This design comes from an exercise in tuning for small area, a short achievable clock period and few clock cycles on the open sky130 flow, not from production work. Power is estimated from default activity; no workload was simulated.

==> inputs of run a <==
Design akdv_core, start of the top module:
module akdv_core (
    input  wire        clk,
    input  wire        rst,           
    input  wire        cmd_valid,
    output wire        cmd_ready,
    input  wire [1:0]  cmd_op,        
    input  wire [8:0]  cmd_w,
    input  wire [8:0]  cmd_h,
    input  wire [3:0]  cmd_b,
    input  wire [7:0]  cmd_idx,
    output reg         rsp_valid,
    output reg  [3:0]  rsp_acc,
    input  wire        grid_valid,
    output wire        grid_ready,
    input  wire [23:0] grid_rgb,      
    input  wire        pix_valid,
    output wire        pix_ready,
    input  wire [23:0] pix_rgb,       
    output reg         out_valid,
    output reg  [7:0]  out_byte,
    input  wire        rx_valid,
    output wire        rx_ready,
    input  wire [7:0]  rx_byte,
    output reg         lum_valid,
    output reg         lum_bit,
    output reg  [8:0]  lum_pre,
    output reg  [8:0]  lum_post,
    output wire        fault,
    output reg  [1:0]  fault_code     
);
clock: 15.0 ns
lec_check: 0
cap_margin: 60
core_margin: 2
core_utilization: 40
slew_margin: 60
standard.sh (not shown) runs the stock make flow with config.mk's settings and CLKGATE_MAP_FILE= SYNTH_SCRIPT=/design/flow/synth_recipe.tcl, a recipe that flattens the netlist after the stock synthesis.
==> flow/flow/run.sh <==
#!/bin/bash
# Standard layout, with fast buffers on the ports instead of the default
# delay-cell buffers that buffer_ports picks on its own.
set -euo pipefail
export BUFFER_PORTS_ARGS="-buffer_cell sky130_fd_sc_hd__buf_4"
bash standard.sh > standard_flow.log 2>&1
==> run b (differences from run a) <==
--- a/flow/design.v
+++ b/flow/design.v
@@ -64,17 +64,16 @@
     reg  [7:0]  cp;            
     reg  [8:0]  cpx;           
     reg  [3:0]  cbx;           
     reg  [3:0]  cby;           
     reg  [5:0]  ccell;         
     reg  [5:0]  crow;          
     reg         ra_pend;       
     reg  [3:0]  ra_row;
-    reg  [3:0]  ra_cnt;        
     reg         fa_pend;       
     reg         rd_pend;       
     reg  [7:0]  rd_idx;
     reg         rd_zero;
     reg         rot_busy;
     reg         rot_rd;        
     reg         rot_ra;        
     reg  [3:0]  rot_row;
@@ -99,26 +98,21 @@
     wire        cmd_rd    = cmd_fire & (cmd_op == 2'd2);
     wire [7:0]  b2        = cfg_b * cfg_b;
     wire [8:0]  nacc_nx   = nacc + {1'b0, b2};
     wire        row_end_g = (gxe == cfg_w);
     wire        last_cell = row_end_g & (gye == cfg_h);
     wire [6:0]  rx_len    = rx_byte[6:0];
     wire        rx_zero   = (rx_len == 7'd0);
     reg         rem_big;
-    reg  [7:0]  rem_gth;               
-    reg  [15:0] rem_gtl;               
-    wire [7:0]  rem_gth1  = {1'b1, rem_gth[7:1]};
-    wire [15:0] rem_gtl1  = {1'b1, rem_gtl[15:1]};
-    wire        rx_gth    = rem_gth[rx_len[6:4]];
-    wire        rx_gtl    = rem_gtl[rx_len[3:0]];
-    wire        rx_eqh    = ~rx_gth & rem_gth1[rx_len[6:4]];
-    wire        rx_eql    = ~rx_gtl & rem_gtl1[rx_len[3:0]];
-    wire        rx_over   = ~rem_big & (rx_gth | (rx_eqh & rx_gtl));
-    wire        rx_last   = ~rem_big & rx_eqh & rx_eql;
+    reg  [7:0]  rem_gth, rem_eqh;      
+    reg  [15:0] rem_gtl, rem_eql;      
+    wire        rx_eqh    = rem_eqh[rx_len[6:4]];
+    wire        rx_over   = ~rem_big & (rem_gth[rx_len[6:4]] | (rx_eqh & rem_gtl[rx_len[3:0]]));
+    wire        rx_last   = ~rem_big & rx_eqh & rem_eql[rx_len[3:0]];
     reg         rx_sub;                    
     reg  [6:0]  rx_len_r;
     reg  [1:0]  ph_n;
     always @(*) begin
         ph_n = ph;
         if (grid_fire & last_cell)
             ph_n = PH_PIX;
         if (pix_fire & (rem == 9'd1))
@@ -130,35 +124,33 @@
                 ph_n = PH_GRID;
         end
         if (cmd_start)
             ph_n = PH_GRID;
         if (cmd_reset)
             ph_n = PH_IDLE;
     end
     reg  [8:0]  rem_n;
-    wire [8:0]  rem_m1 = rem - 9'd1;
-    wire [8:0]  rem_rx = rem - {2'b00, rx_len_r};
     always @(*) begin
-        rem_n = rx_sub ? rem_rx : rem;
+        rem_n = rem - {8'd0, pix_fire | rx_fire} - (rx_sub ? {2'b00, rx_len_r - 7'd1} : 9'd0);
         if (grid_fire & last_cell)
             rem_n = nacc_nx;
-        else if (pix_fire)
-            rem_n = rem_m1;
     end
     genvar mi;
     generate
         for (mi = 0; mi < 16; mi = mi + 1) begin : g_reml
             always @(posedge clk) begin
                 rem_gtl[mi] <= (mi > rem_n[3:0]);
+                rem_eql[mi] <= (mi == rem_n[3:0]);
             end
         end
         for (mi = 0; mi < 8; mi = mi + 1) begin : g_remh
             always @(posedge clk) begin
                 rem_gth[mi] <= (mi > rem_n[6:4]);
+                rem_eqh[mi] <= (mi == rem_n[6:4]);
             end
         end
     endgenerate
     reg         pv1;           
     wire        cp_last  = (cp == nm1);
     wire        row_end  = (cpx + 9'd1 == cfg_w);
     wire        bx_last  = (cbx == cfg_b - 4'd1);
     wire        blk_last = (cby == cfg_b - 4'd1);
@@ -245,28 +237,30 @@
             rx_sub   <= rx_fire;
             ph       <= ph_n;
             ecnt     <= ecnt_n;
             ra_pend  <= ra_pend_n;
             cmd_ok   <= ~rx_fire & ~pix_fire & (ecnt_r == 7'd0) & ~cmd_rd & ~rd_pend &
                         ~(rot_busy & rot_rd & (rot_left != 4'd0));
             grid_ok  <= safe_n;
             pix_ok   <= pix_ok_n;
-            rx_ok    <= ~rx_fire & ((ecnt_r == 7'd0) | ((ecnt_r == 7'd1) & iss_ok_n));
+            rx_ok    <= rx_fire ? ((rx_len == 7'd1) & (rem != 9'd1) & iss_ok_n) :
+                                  ((ecnt_r == 7'd0) | ((ecnt_r == 7'd1) & iss_ok_n));
             cmd_rdy  <= (ph != PH_PIX) & ~(grid_fire & last_cell) & ~rx_fire & ~pix_fire &
                         (ecnt_r == 7'd0) & ~cmd_rd & ~rd_pend &
                         ~(rot_busy & rot_rd & (rot_left != 4'd0));
             grid_rdy <= (cmd_start |
                          ((ph == PH_GRID) & ~cmd_reset & ~(grid_fire & last_cell)) |
                          (pix_fire & (rem == 9'd1)) |
                          (rx_fire & rx_last)) & safe_n;
             pix_rdy  <= ~dec & ~cmd_fire & pix_ok_n &
                         (((ph == PH_PIX) & ~(pix_fire & (rem == 9'd1))) | (grid_fire & last_cell));
-            rx_rdy   <= dec & ~cmd_fire & ~rx_fire & ((ph == PH_PIX) | (grid_fire & last_cell)) &
-                        ((ecnt_r == 7'd0) | ((ecnt_r == 7'd1) & iss_ok_n));
+            rx_rdy   <= dec & ~cmd_fire & ((ph == PH_PIX) | (grid_fire & last_cell)) &
+                        (rx_fire ? ((rx_len == 7'd1) & (rem != 9'd1) & iss_ok_n) :
+                                   ((ecnt_r == 7'd0) | ((ecnt_r == 7'd1) & iss_ok_n)));
             fault_r  <= ((ph == PH_FAULT) & ~cmd_start & ~cmd_reset) |
                         (rx_fire & (rx_zero | rx_over));
             if (cmd_start) begin
                 sess <= 1'b1;
                 f0   <= 1'b1;
             end
             if (cmd_reset)
                 sess <= 1'b0;
@@ -313,166 +307,148 @@
         cp    <= cp_n;
         cpx   <= cpx_n;
         cbx   <= cbx_n;
         cby   <= cby_n;
         ccell <= ccell_n;
         crow  <= crow_n;
         ef0   <= ef0_n;
         ra_row <= ra_row_n;
-        if (ra_set)
-            ra_cnt <= 4'd14 - cp[3:0];
     end
     reg  [23:0] in_rgb;
     reg         gv1;           
-    reg         k1;            
+    reg  [5:0]  k1;
     always @(posedge clk) begin
         in_rgb <= ph[1] ? pix_rgb : grid_rgb;       
-        k1     <= (ksub == 6'd0);
+        k1     <= ksub;
         if (rst) begin
             gv1 <= 1'b0;
             pv1 <= 1'b0;
         end else begin
             gv1 <= grid_fire;
             pv1 <= pix_fire;
         end
     end
     wire [9:0]  sum1     = {2'b00, in_rgb[23:16]} + {2'b00, in_rgb[15:8]} + {2'b00, in_rgb[7:0]};
     reg  [9:0]  sum2;
     reg         gv2;
-    reg         k2;
+    reg  [5:0]  k2;
     reg         xv2;           
     reg         dv2;           
-    reg  [3:0]  p2;            
-    reg         ra2;
+    reg  [7:0]  p2;
     reg  [5:0]  cell2;
     reg         last2;
     reg         fz2;
     reg         fl2;
     always @(posedge clk) begin
         sum2  <= sum1;
         k2    <= k1;
-        p2    <= cp[7:4];
-        ra2   <= cp_last & part_row;
+        p2    <= cp;
         cell2 <= ccell;
         last2 <= cp_last;
         fz2   <= ef0;
         fl2   <= eflag;
         dv2   <= iss_dec;
         if (rst) begin
             gv2 <= 1'b0;
             xv2 <= 1'b0;
         end else begin
             gv2 <= gv1;
             xv2 <= iss;
         end
     end
     reg  [13:0] u2b;
     reg  [14:0] w2b;
     reg         gv2b, xv2b, dv2b, last2b, fz2b, fl2b;
-    reg         k2b;
-    reg  [5:0]  cell2b;
-    reg  [3:0]  p2b;            
-    reg         ra2b;
+    reg  [5:0]  k2b, cell2b;
+    reg  [7:0]  p2b;
     always @(posedge clk) begin
         u2b    <= {4'd0, sum2} + {3'd0, sum2, 1'b0} + {1'd0, sum2, 3'b000};
         w2b    <= {5'd0, sum2} + {3'd0, sum2, 2'b00} + {1'd0, sum2, 4'b0000};
         k2b    <= k2;
         cell2b <= cell2;
         dv2b   <= dv2;
         last2b <= last2;
         fz2b   <= fz2;
         fl2b   <= fl2;
         p2b    <= p2;
-        ra2b   <= ra2;
         if (rst) begin
             gv2b <= 1'b0;
             xv2b <= 1'b0;
         end else begin
             gv2b <= gv2;
             xv2b <= xv2;
         end
     end
     wire [19:0] lum_prod = {6'd0, u2b} + {w2b, 5'b00000};
     wire [7:0]  lum2     = lum_prod[18:11];         
     reg  [7:0]  lum3;
     reg         gv3;
-    reg         k3;
+    reg  [5:0]  k3;
     reg         xv3, dv3, last3, fz3, fl3;
-    reg  [3:0]  p3;            
-    reg         ra3;
+    reg  [7:0]  p3;
     reg  [5:0]  cell3;
     always @(posedge clk) begin
         lum3  <= lum2;
         k3    <= k2b;
         cell3 <= cell2b;
         dv3   <= dv2b;
         last3 <= last2b;
         fz3   <= fz2b;
         fl3   <= fl2b;
         p3    <= p2b;
-        ra3   <= ra2b;
         if (rst) begin
             gv3 <= 1'b0;
             xv3 <= 1'b0;
         end else begin
             gv3 <= gv2b;
             xv3 <= xv2b;
         end
     end
     reg  [511:0] grid;         
-    reg  [5:0]  kcnt;
-    wire [5:0]  kw3 = k3 ? 6'd0 : kcnt;
-    always @(posedge clk)
-        if (gv3)
-            kcnt <= kw3 + 6'd1;
     genvar gi;
     generate
         for (gi = 0; gi < 64; gi = gi + 1) begin : g_grid
             always @(posedge clk)
-                if (gv3 & (kw3 == gi))
+                if (gv3 & (k3 == gi))
                     grid[gi*8 +: 8] <= lum3;
         end
     endgenerate
     wire [7:0]  glum3 = grid[cell3*8 +: 8];
     reg  [7:0]  lum4;
     reg  [7:0]  glum4;
     reg         xv4, dv4, last4, fz4, fl4;
-    reg  [3:0]  p4;            
-    reg         ra4;
+    reg  [7:0]  p4;
     always @(posedge clk) begin
         lum4  <= lum3;
         glum4 <= glum3;
         dv4   <= dv3;
         last4 <= last3;
         fz4   <= fz3;
         fl4   <= fl3;
         p4    <= p3;
-        ra4   <= ra3;
         if (rst)
             xv4 <= 1'b0;
         else
             xv4 <= xv3;
     end
     wire [9:0]  d4    = {2'b00, lum4} - {2'b00, glum4};
     wire [4:0]  thr4  = d4[9] ? 5'd0 : ({1'b0, d4[7:4]} + {4'd0, |d4[3:0]});
     reg  [4:0]  thr5;
     reg  [7:0]  glum5;
     reg         xv5, dv5, last5, fz5, fl5;
-    reg  [3:0]  p5;            
-    reg         ra5;
+    reg  [7:0]  p5;
     always @(posedge clk) begin
         thr5  <= thr4;
         glum5 <= glum4;
         dv5   <= dv4;
         last5 <= last4;
         fz5   <= fz4;
         fl5   <= fl4;
         p5    <= p4;
-        ra5   <= ra4;
         if (rst)
             xv5 <= 1'b0;
         else
             xv5 <= xv4;
     end
     reg  [1023:0] acc;         
     wire        rot_scan = rot_busy & rot_rd;
     reg  [3:0]  hrow;              
@@ -481,34 +457,34 @@
     wire        ebit5    = ({1'b0, a5} < thr5);
     wire        bit5     = dv5 ? fl5 : ebit5;
     wire [3:0]  a2_5     = bump(a5, bit5);
     wire        en5      = xv5 & ~dv5;              
     genvar ri, si;
     generate
         for (ri = 0; ri < 16; ri = ri + 1) begin : g_row
             wire self = rot_busy & (rot_row == ri);
-            wire step = self | (xv5 & (p5 == ri));
+            wire step = self | (xv5 & (p5[7:4] == ri));
             for (si = 0; si < 15; si = si + 1) begin : g_slot
                 always @(posedge clk)
                     if (step)
                         acc[(ri*16+si)*4 +: 4] <= acc[(ri*16+si+1)*4 +: 4];
             end
             always @(posedge clk)
                 if (step)
                     acc[(ri*16+15)*4 +: 4] <= self ? acc[(ri*16)*4 +: 4] : a2_5;
         end
     endgenerate
     wire        pipe_busy = xv2 | xv2b | xv3 | xv4 | xv5 | pv1;
     wire        rot_free  = ~rot_busy | (rot_left == 4'd0);
-    wire        ra_start  = xv5 & ra5;
+    wire        ra_start  = xv5 & last5 & (p5[3:0] != 4'd15);
     wire        fa_go     = rot_free & ~pipe_busy & ~ra_pend & fa_pend;
     wire        rd_go     = ~ra_start & ~fa_go & rot_free & ~pipe_busy & ~ra_pend & rd_pend;
     always @(posedge clk)
-        hrow <= rd_go ? rd_idx[7:4] : (rot_scan & (rot_left != 4'd0)) ? rot_row : p4;
+        hrow <= rd_go ? rd_idx[7:4] : (rot_scan & (rot_left != 4'd0)) ? rot_row : p4[7:4];
     always @(posedge clk) begin
         if (cmd_rd) begin
             rd_idx <= cmd_idx;
         end
         if (rst) begin
             rot_busy <= 1'b0;
             fa_pend  <= 1'b0;
             rd_pend  <= 1'b0;
@@ -518,18 +494,18 @@
                 rot_step <= rot_step + 4'd1;
                 if (rot_left == 4'd0)
                     rot_busy <= 1'b0;
             end
             if (ra_start) begin
                 rot_busy <= 1'b1;
                 rot_rd   <= 1'b0;
                 rot_ra   <= 1'b1;
-                rot_row  <= ra_row;
-                rot_left <= ra_cnt;
+                rot_row  <= p5[7:4];
+                rot_left <= 4'd14 - p5[3:0];
                 rot_step <= 4'd0;
             end else if (fa_go) begin
                 fa_pend  <= 1'b0;
                 if (cp[3:0] != 4'd0) begin
                     rot_busy <= 1'b1;
                     rot_rd   <= 1'b0;
                     rot_ra   <= 1'b0;
                     rot_row  <= cp[7:4];
==> run c (differences from run a) <==
--- a/flow/design.v
+++ b/flow/design.v
@@ -64,17 +64,16 @@
     reg  [7:0]  cp;            
     reg  [8:0]  cpx;           
     reg  [3:0]  cbx;           
     reg  [3:0]  cby;           
     reg  [5:0]  ccell;         
     reg  [5:0]  crow;          
     reg         ra_pend;       
     reg  [3:0]  ra_row;
-    reg  [3:0]  ra_cnt;        
     reg         fa_pend;       
     reg         rd_pend;       
     reg  [7:0]  rd_idx;
     reg         rd_zero;
     reg         rot_busy;
     reg         rot_rd;        
     reg         rot_ra;        
     reg  [3:0]  rot_row;
@@ -313,50 +312,46 @@
         cp    <= cp_n;
         cpx   <= cpx_n;
         cbx   <= cbx_n;
         cby   <= cby_n;
         ccell <= ccell_n;
         crow  <= crow_n;
         ef0   <= ef0_n;
         ra_row <= ra_row_n;
-        if (ra_set)
-            ra_cnt <= 4'd14 - cp[3:0];
     end
-    reg  [23:0] in_rgb;
+    reg  [9:0]  sum1;          
+    wire [23:0] in_rgb = ph[1] ? pix_rgb : grid_rgb;    
     reg         gv1;           
     reg         k1;            
     always @(posedge clk) begin
-        in_rgb <= ph[1] ? pix_rgb : grid_rgb;       
+        sum1   <= {2'b00, in_rgb[23:16]} + {2'b00, in_rgb[15:8]} + {2'b00, in_rgb[7:0]};
         k1     <= (ksub == 6'd0);
         if (rst) begin
             gv1 <= 1'b0;
             pv1 <= 1'b0;
         end else begin
             gv1 <= grid_fire;
             pv1 <= pix_fire;
         end
     end
-    wire [9:0]  sum1     = {2'b00, in_rgb[23:16]} + {2'b00, in_rgb[15:8]} + {2'b00, in_rgb[7:0]};
     reg  [9:0]  sum2;
     reg         gv2;
     reg         k2;
     reg         xv2;           
     reg         dv2;           
-    reg  [3:0]  p2;            
-    reg         ra2;
+    reg  [7:0]  p2;
     reg  [5:0]  cell2;
     reg         last2;
     reg         fz2;
     reg         fl2;
     always @(posedge clk) begin
         sum2  <= sum1;
         k2    <= k1;
-        p2    <= cp[7:4];
-        ra2   <= cp_last & part_row;
+        p2    <= cp;
         cell2 <= ccell;
         last2 <= cp_last;
         fz2   <= ef0;
         fl2   <= eflag;
         dv2   <= iss_dec;
         if (rst) begin
             gv2 <= 1'b0;
             xv2 <= 1'b0;
@@ -365,56 +360,52 @@
             xv2 <= iss;
         end
     end
     reg  [13:0] u2b;
     reg  [14:0] w2b;
     reg         gv2b, xv2b, dv2b, last2b, fz2b, fl2b;
     reg         k2b;
     reg  [5:0]  cell2b;
-    reg  [3:0]  p2b;            
-    reg         ra2b;
+    reg  [7:0]  p2b;
     always @(posedge clk) begin
         u2b    <= {4'd0, sum2} + {3'd0, sum2, 1'b0} + {1'd0, sum2, 3'b000};
         w2b    <= {5'd0, sum2} + {3'd0, sum2, 2'b00} + {1'd0, sum2, 4'b0000};
         k2b    <= k2;
         cell2b <= cell2;
         dv2b   <= dv2;
         last2b <= last2;
         fz2b   <= fz2;
         fl2b   <= fl2;
         p2b    <= p2;
-        ra2b   <= ra2;
         if (rst) begin
             gv2b <= 1'b0;
             xv2b <= 1'b0;
         end else begin
             gv2b <= gv2;
             xv2b <= xv2;
         end
     end
     wire [19:0] lum_prod = {6'd0, u2b} + {w2b, 5'b00000};
     wire [7:0]  lum2     = lum_prod[18:11];         
     reg  [7:0]  lum3;
     reg         gv3;
     reg         k3;
     reg         xv3, dv3, last3, fz3, fl3;
-    reg  [3:0]  p3;            
-    reg         ra3;
+    reg  [7:0]  p3;
     reg  [5:0]  cell3;
     always @(posedge clk) begin
         lum3  <= lum2;
         k3    <= k2b;
         cell3 <= cell2b;
         dv3   <= dv2b;
         last3 <= last2b;
         fz3   <= fz2b;
         fl3   <= fl2b;
         p3    <= p2b;
-        ra3   <= ra2b;
         if (rst) begin
             gv3 <= 1'b0;
             xv3 <= 1'b0;
         end else begin
             gv3 <= gv2b;
             xv3 <= xv2b;
         end
     end
@@ -431,48 +422,44 @@
                 if (gv3 & (kw3 == gi))
                     grid[gi*8 +: 8] <= lum3;
         end
     endgenerate
     wire [7:0]  glum3 = grid[cell3*8 +: 8];
     reg  [7:0]  lum4;
     reg  [7:0]  glum4;
     reg         xv4, dv4, last4, fz4, fl4;
-    reg  [3:0]  p4;            
-    reg         ra4;
+    reg  [7:0]  p4;
     always @(posedge clk) begin
         lum4  <= lum3;
         glum4 <= glum3;
         dv4   <= dv3;
         last4 <= last3;
         fz4   <= fz3;
         fl4   <= fl3;
         p4    <= p3;
-        ra4   <= ra3;
         if (rst)
             xv4 <= 1'b0;
         else
             xv4 <= xv3;
     end
     wire [9:0]  d4    = {2'b00, lum4} - {2'b00, glum4};
     wire [4:0]  thr4  = d4[9] ? 5'd0 : ({1'b0, d4[7:4]} + {4'd0, |d4[3:0]});
     reg  [4:0]  thr5;
     reg  [7:0]  glum5;
     reg         xv5, dv5, last5, fz5, fl5;
-    reg  [3:0]  p5;            
-    reg         ra5;
+    reg  [7:0]  p5;
     always @(posedge clk) begin
         thr5  <= thr4;
         glum5 <= glum4;
         dv5   <= dv4;
         last5 <= last4;
         fz5   <= fz4;
         fl5   <= fl4;
         p5    <= p4;
-        ra5   <= ra4;
         if (rst)
             xv5 <= 1'b0;
         else
             xv5 <= xv4;
     end
     reg  [1023:0] acc;         
     wire        rot_scan = rot_busy & rot_rd;
     reg  [3:0]  hrow;              
@@ -481,34 +468,34 @@
     wire        ebit5    = ({1'b0, a5} < thr5);
     wire        bit5     = dv5 ? fl5 : ebit5;
     wire [3:0]  a2_5     = bump(a5, bit5);
     wire        en5      = xv5 & ~dv5;              
     genvar ri, si;
     generate
         for (ri = 0; ri < 16; ri = ri + 1) begin : g_row
             wire self = rot_busy & (rot_row == ri);
-            wire step = self | (xv5 & (p5 == ri));
+            wire step = self | (xv5 & (p5[7:4] == ri));
             for (si = 0; si < 15; si = si + 1) begin : g_slot
                 always @(posedge clk)
                     if (step)
                         acc[(ri*16+si)*4 +: 4] <= acc[(ri*16+si+1)*4 +: 4];
             end
             always @(posedge clk)
                 if (step)
                     acc[(ri*16+15)*4 +: 4] <= self ? acc[(ri*16)*4 +: 4] : a2_5;
         end
     endgenerate
     wire        pipe_busy = xv2 | xv2b | xv3 | xv4 | xv5 | pv1;
     wire        rot_free  = ~rot_busy | (rot_left == 4'd0);
-    wire        ra_start  = xv5 & ra5;
+    wire        ra_start  = xv5 & last5 & (p5[3:0] != 4'd15);
     wire        fa_go     = rot_free & ~pipe_busy & ~ra_pend & fa_pend;
     wire        rd_go     = ~ra_start & ~fa_go & rot_free & ~pipe_busy & ~ra_pend & rd_pend;
     always @(posedge clk)
-        hrow <= rd_go ? rd_idx[7:4] : (rot_scan & (rot_left != 4'd0)) ? rot_row : p4;
+        hrow <= rd_go ? rd_idx[7:4] : (rot_scan & (rot_left != 4'd0)) ? rot_row : p4[7:4];
     always @(posedge clk) begin
         if (cmd_rd) begin
             rd_idx <= cmd_idx;
         end
         if (rst) begin
             rot_busy <= 1'b0;
             fa_pend  <= 1'b0;
             rd_pend  <= 1'b0;
@@ -518,18 +505,18 @@
                 rot_step <= rot_step + 4'd1;
                 if (rot_left == 4'd0)
                     rot_busy <= 1'b0;
             end
             if (ra_start) begin
                 rot_busy <= 1'b1;
                 rot_rd   <= 1'b0;
                 rot_ra   <= 1'b1;
-                rot_row  <= ra_row;
-                rot_left <= ra_cnt;
+                rot_row  <= p5[7:4];
+                rot_left <= 4'd14 - p5[3:0];
                 rot_step <= 4'd0;
             end else if (fa_go) begin
                 fa_pend  <= 1'b0;
                 if (cp[3:0] != 4'd0) begin
                     rot_busy <= 1'b1;
                     rot_rd   <= 1'b0;
                     rot_ra   <= 1'b0;
                     rot_row  <= cp[7:4];
==> qor summary <==
Combined global-route utilization of all metal layers: run c 14.42%; run a 14.50%; run b 14.70%
Origin of the critical flop-to-flop path: run c hrow[2]$_DFF_P_; run a hrow[2]$_DFF_P_; run b ph[1]$_SDFF_PP0_
Hold Worst Slack: run c 0.2913 ns; run a 0.3196 ns; run b 0.2966 ns
Met3 usage in global routing: run c 2.733%; run a 2.569%; run b 2.909%
Via-to-Cell Ratio: run c 4.960; run a 4.943; run b 4.953
Number of multi-input combinational cells: run c 1669; run a 1668; run b 1674
Clock-cell share of area: run c 8.024%; run a 8.477%; run b 7.944%
Number of enable flip-flop cells after synthesis: run c 1628; run a 1632; run b 1622
Post-Layout Inst Area: run c 0.08369 sq mm; run a 0.08434 sq mm; run b 0.08500 sq mm
Share of layout cells above drive strength 1: run c 20.95%; run a 21.29%; run b 20.96%
Status: run c finished clean; run a finished clean; run b finished clean
First-pass GRT wire length: run c 202900 um; run a 204700 um; run b 207100 um
Total number of clock tree sinks: run c 2005; run a 2008; run b 2057
Critical path arrival: run c 5.32 ns; run a 1.38 ns; run b 6.42 ns
Parity-gate share of the synthesized area counting xor and xnor cells: run c 2.127%; run a 2.132%; run b 2.031%
Number of distinct library cell variants in the gate-level netlist after synthesis: run c 86; run a 84; run b 82
P_leak: run c 28.01 nW; run a 28.20 nW; run b 28.59 nW
Total Die Area: run c 0.1842 sq mm; run a 0.1842 sq mm; run b 0.1867 sq mm
Final worst slack: run c 10.41 ns; run a 10.62 ns; run b 9.335 ns
No run of this note included a check of the RTL's function; only the layout flow was run.

-- port drivers added, routing unchanged --
No port has a modelled driver above. Below, the same layouts with a new extraction and two added sets of constraints. Step 1 sets driving cells, clkbuf_16 on the clock port and buf_2 on the other inputs (assumed; they add their load-dependent delay and slew). Step 2 times the ports against the registers' clock, not the clock port: input delays grow and output delays shrink by t, the midpoint of the rising clock arrivals with the driver on. Three values: ideal, step 1, step 2; two values: the first two.
| run | t, ns | setup WS [ns] | worst setup path at the end | worst register clock-pin slew, ns |
|---|---|---|---|---|
| run a | 0.891 | 10.619 / 10.538 / 9.949 | input to register | 0.07 / 0.07 |
| run b | 0.887 | 9.335 / 9.332 / 8.445 | input to register | 0.07 / 0.07 |
| run c | 0.877 | 10.408 / 10.462 / 9.585 | input to register | 0.07 / 0.07 |
After both steps setup and hold are still met in every run listed. For run b, which loses most, drivers alone change the setup slack by -0.003 ns; drivers and shift together by -0.890 ns.
